This design comes from an exercise in tuning for small area on the open sky130 flow, not from production work. In this exercise RTL edits were held to simulation tests only and were not proved equivalent to the original. The flow treats the clock pin as an ideal source, which a real chip does not have. Power and IR drop assume default switching activity.

## the reference run
==> flow/design.v <==
module jtag_pdi_sniffer (
    input  wire       clk,
    input  wire       rst,         
    input  wire       smp_valid,   
    input  wire       tms,
    input  wire       tdi,
    input  wire       tdo,
    output wire       out_valid,
    output wire [7:0] out_data,
    output reg        pdi_err
);
    localparam [3:0] S_RESET      = 4'hF,
                     S_IDLE       = 4'hC,
                     S_SELECT_DR  = 4'h7,
                     S_CAPTURE_DR = 4'h6,
                     S_SHIFT_DR   = 4'h2,
                     S_EXIT1_DR   = 4'h1,
                     S_PAUSE_DR   = 4'h3,
                     S_EXIT2_DR   = 4'h0,
                     S_UPDATE_DR  = 4'h5,
                     S_SELECT_IR  = 4'h4,
                     S_CAPTURE_IR = 4'hE,
                     S_SHIFT_IR   = 4'hA,
                     S_EXIT1_IR   = 4'h9,
                     S_PAUSE_IR   = 4'hB,
                     S_EXIT2_IR   = 4'h8,
                     S_UPDATE_IR  = 4'hD;
    localparam [1:0] K_END  = 2'd0,    
                     K_NEXT = 2'd1,    
                     K_REP  = 2'd2,    
                     K_CAP  = 2'd3;    
    reg [3:0] tap;
    reg       ir_rst;      
    reg [3:0] irs;
    reg [31:0] dri;
    reg [9:0]  dro;        
    reg [3:0] tap_next;
    always @(*) begin
        case (tap)
            S_RESET:      tap_next = tms ? S_RESET     : S_IDLE;
            S_IDLE:       tap_next = tms ? S_SELECT_DR : S_IDLE;
            S_SELECT_DR:  tap_next = tms ? S_SELECT_IR : S_CAPTURE_DR;
            S_CAPTURE_DR: tap_next = tms ? S_EXIT1_DR  : S_SHIFT_DR;
            S_SHIFT_DR:   tap_next = tms ? S_EXIT1_DR  : S_SHIFT_DR;
            S_EXIT1_DR:   tap_next = tms ? S_UPDATE_DR : S_PAUSE_DR;
            S_PAUSE_DR:   tap_next = tms ? S_EXIT2_DR  : S_PAUSE_DR;
            S_EXIT2_DR:   tap_next = tms ? S_UPDATE_DR : S_SHIFT_DR;
            S_UPDATE_DR:  tap_next = tms ? S_SELECT_DR : S_IDLE;
            S_SELECT_IR:  tap_next = tms ? S_RESET     : S_CAPTURE_IR;
            S_CAPTURE_IR: tap_next = tms ? S_EXIT1_IR  : S_SHIFT_IR;
            S_SHIFT_IR:   tap_next = tms ? S_EXIT1_IR  : S_SHIFT_IR;
            S_EXIT1_IR:   tap_next = tms ? S_UPDATE_IR : S_PAUSE_IR;
            S_PAUSE_IR:   tap_next = tms ? S_EXIT2_IR  : S_PAUSE_IR;
            S_EXIT2_IR:   tap_next = tms ? S_UPDATE_IR : S_SHIFT_IR;
            default:      tap_next = tms ? S_SELECT_DR : S_IDLE;  
        endcase
    end
    always @(posedge clk) begin
        if (rst) begin
            tap    <= S_RESET;
            ir_rst <= 1'b1;
            irs    <= 4'h0;
            dri    <= 32'h0;
            dro    <= 10'h0;
        end else if (smp_valid) begin
            tap <= tap_next;
            if (tap == S_RESET)     ir_rst <= 1'b1;
            if (tap == S_UPDATE_IR) ir_rst <= 1'b0;
            if (tap == S_SHIFT_IR)  irs <= {tdi, irs[3:1]};
            if (tap == S_SHIFT_DR) begin
                dri <= {tdi, dri[31:1]};
                dro <= {tdo, dro[9:1]};
            end
        end
    end
    wire is_id  = ir_rst | (irs == 4'h3);
    wire is_pdi = !ir_rst && (irs == 4'h7);
    wire commit = smp_valid && (tap == S_UPDATE_DR) && (is_id || is_pdi);
    reg [6:1] e;
    always @(posedge clk) begin
        if (rst) e <= 6'd0;
        else     e <= {e[5:1], commit};
    end
    reg        idle;
    reg        dir;        
    reg [1:0]  kind;
    reg [1:0]  m;          
    reg [1:0]  arg;        
    reg        dir2;       
    reg [31:0] rep;
    reg [23:0] acc;
    wire       wr    = idle | dir;
    wire [8:0] frame = wr ? dri[30:22] : dro[8:0];
    wire       bad   = ^frame;
    wire [7:0] b     = frame[7:0];
    wire       upd   = e[2] & is_pdi;
    wire       data  = upd & !bad & !idle;
    wire       last  = (m == 2'd0);
    reg [1:0] ph;
    reg       mstep;       
    reg       spend;       
    reg       repz;
    wire rep_zero = repz | (rep == 32'd0);
    wire rep_step = data & last & (kind == K_REP) & !rep_zero;
    wire rep_ld   = data & last & (kind == K_CAP);
    wire mld      = (e[3] | e[4] | e[5]) & is_pdi & idle & (kind == K_CAP) & !bad;
    wire z2 = (rep[23:16] == 8'd0);
    wire z1 = (rep[15:8]  == 8'd0);
    wire z0 = (rep[7:0]   == 8'd0);
    wire bw = mstep &
              ((ph == 2'd3) | (z2 & ((ph == 2'd2) | (z1 & ((ph == 2'd1) | z0)))));
    reg [8:0] bc;          
    reg [7:0] hd;
    integer k;
    always @(*) begin
        bc[0] = bw;
        for (k = 0; k < 8; k = k + 1) begin
            hd[k]   = rep[24+k] ^ bc[k];
            bc[k+1] = bc[k] & !rep[24+k];
        end
    end
    wire [1:0] ls    = rep_ld ? 2'd0 : ph;
    wire       lmask = ({1'b0, ls} + {1'b0, arg}) < 3'd3;
    wire [7:0] x = (rep_ld | mld) ? (lmask ? 8'd0 : acc[23:16]) : hd;
    always @(posedge clk) rep <= {rep[23:0], x};
    always @(posedge clk) begin
        if (rst) begin
            ph    <= 2'd0;
            mstep <= 1'b0;
            spend <= 1'b0;
        end else if (rep_ld) begin
            ph  <= 2'd1;
        end else begin
            ph <= ph + 2'd1;
            if (ph == 2'd3) begin
                mstep <= spend | rep_step;
                spend <= 1'b0;
            end else if (rep_step) begin
                spend <= 1'b1;
            end
        end
    end
    always @(posedge clk) begin
        if (rst | (upd & bad & !idle & (kind == K_REP))) repz <= 1'b1;
        else if (rep_ld)                                  repz <= 1'b0;
    end
    always @(posedge clk) begin
        if (upd | mld) acc <= {acc[15:0], b};
    end
    wire [3:0] op = b[7:4];
    always @(posedge clk) begin
        if (rst)
            idle <= 1'b1;
        else if (upd)
            idle <= bad | (idle ? (op == 4'hF)
                                : last & (kind != K_NEXT) & ((kind != K_REP) | rep_zero));
    end
    always @(posedge clk) begin
        if (upd) begin
            if (idle) begin
                arg  <= (op == 4'h7) ? 2'd3 : b[1:0];
                dir2 <= b[5];
                case (op)
                    4'h0, 4'h2: begin dir <= 1'b1; kind <= K_NEXT; m <= b[3:2]; end  
                    4'h7:       begin dir <= 1'b1; kind <= K_NEXT; m <= 2'd3;   end  
                    4'h1:       begin dir <= 1'b0; kind <= K_REP;  m <= b[1:0]; end  
                    4'h3:       begin dir <= 1'b1; kind <= K_REP;  m <= b[1:0]; end  
                    4'h5:       begin dir <= 1'b1; kind <= K_CAP;  m <= b[1:0]; end  
                    4'h6:       begin dir <= 1'b1; kind <= K_END;  m <= 2'd0;   end  
                    default:    begin dir <= 1'b0; kind <= K_END;  m <= 2'd0;   end
                endcase
            end else if (!last) begin
                m <= m - 2'd1;
            end else if (kind == K_NEXT) begin
                kind <= K_END;
                dir  <= dir2;
                m    <= arg;
            end else begin
                m <= arg;
            end
        end
    end
    wire pdi_ok = !idle && !bad;    
    assign out_valid = (e[1] & (is_id | pdi_ok)) | (e[2] & !is_id & pdi_ok) |
                       ((e[3] | e[4] | e[5] | e[6]) & is_id);
    always @(*) pdi_err = e[1] & !is_id & bad;
    assign out_data = ({8{e[1]}} & {7'b0001000, !is_id}) |
                      ({8{e[2]}} & b) |
                      ({8{e[3]}} & dri[31:24]) |
                      ({8{e[4]}} & dri[23:16]) |
                      ({8{e[5]}} & dri[15:8]) |
                      ({8{e[6]}} & dri[7:0]);
endmodule
clock: 10.0 ns
lec_check: 0
abc_area: 0
cap_margin: 20
core_margin: 2
core_utilization: 60
cts_buf_list: sky130_fd_sc_hd__clkbuf_4
cts_cluster_diameter: 100
cts_cluster_size: 40
place_density: 0.75
slew_margin: 20
standard.sh (not shown) runs the stock make flow with config.mk's settings and CLKGATE_MAP_FILE= SYNTH_SCRIPT=/design/flow/synth_recipe.tcl, a recipe that flattens the netlist after the stock synthesis.
==> flow/flow/run.sh <==
#!/bin/bash
# Standard layout, with these changes: clock tree synthesis without dummy
# loads and with clkbuf_4 buffers, then any clock buffer driving a slow
# clock pin upsized (flow/post_cts.tcl); plain buf_1 cells as the port
# buffers. The make output goes to standard.log, the tools' own logs to
# orfs/logs.
set -euo pipefail
export CTS_ARGS="-sink_clustering_enable -repair_clock_nets -buf_list sky130_fd_sc_hd__clkbuf_4 -sink_clustering_size 40 -sink_clustering_max_diameter 100 -dont_use_dummy_load"
export BUFFER_PORTS_ARGS="-buffer_cell sky130_fd_sc_hd__buf_1"
export POST_CTS_TCL="$(pwd)/flow/post_cts.tcl"
bash standard.sh > standard.log 2>&1
==> flow/flow/post_cts.tcl <==
estimate_parasitics -placement
set slow {}
foreach pin [all_registers -clock_pins] {
  set s 0
  foreach e {rise fall} {
    set v [get_property $pin slew_max_$e]
    if {$v > $s} { set s $v }
  }
  if {$s > 0.110} {
    foreach d [get_pins -of_objects [get_nets -of_objects $pin] -filter "direction==output"] {
      lappend slow [get_property [get_cells -of_objects $d] full_name]
    }
  }
}
foreach name [lsort -unique $slow] {
  set cell [get_cells $name]
  if {[get_property [get_lib_cells -of_objects $cell] name] eq "sky130_fd_sc_hd__clkbuf_4"} {
    puts "post_cts: upsizing $name to clkbuf_8"
    replace_cell $cell sky130_fd_sc_hd__clkbuf_8
  }
}
detailed_placement
check_placement -verbose
estimate_parasitics -placement
Setup changes, the reference run to the trial run
Settings: swapping 0 for 1 in ABC_AREA.
### Flow results
- Compared with the reference run, the trial run shows maximum achievable frequency that has gone up slightly.
- The higher worst hold slack of the reference run and the trial run is in the trial run.
- Wire length of the first global-routing pass (the trial run over the reference run): increase, 7.9%
- Combinational share of power was lower in the reference run than in the trial run.
- Row placed cell count: the trial run higher / the reference run lower
- Relative to the reference run, critical path depth has increased by 6 in the trial run.

re-timing with driven ports:
How much do the figures lean on ideal ports? The routed layouts below were timed once more, with nothing changed but the port constraints. Step 1 assumes that a clkbuf_16 drives the clock port and a buf_2 every other input. Step 2 moves the port delays by t, midway between the first and last clock arrival at a register: inputs arrive t later, outputs are due t later. That takes back most of the time a late clock gives input paths. a / b / c = no drivers / after step 1 / after step 2; a / b = the first two.
run	shift t [ns]	setup WS [ns]	hold WS [ns]	worst setup path at the end
the reference run	0.526	4.558 / 4.529 / 5.055	0.327 / 0.327 / 0.327	register to output
the trial run	0.524	4.649 / 4.621 / 5.145	0.334 / 0.334 / 0.334	register to output
After both steps every run listed still meets setup and hold.
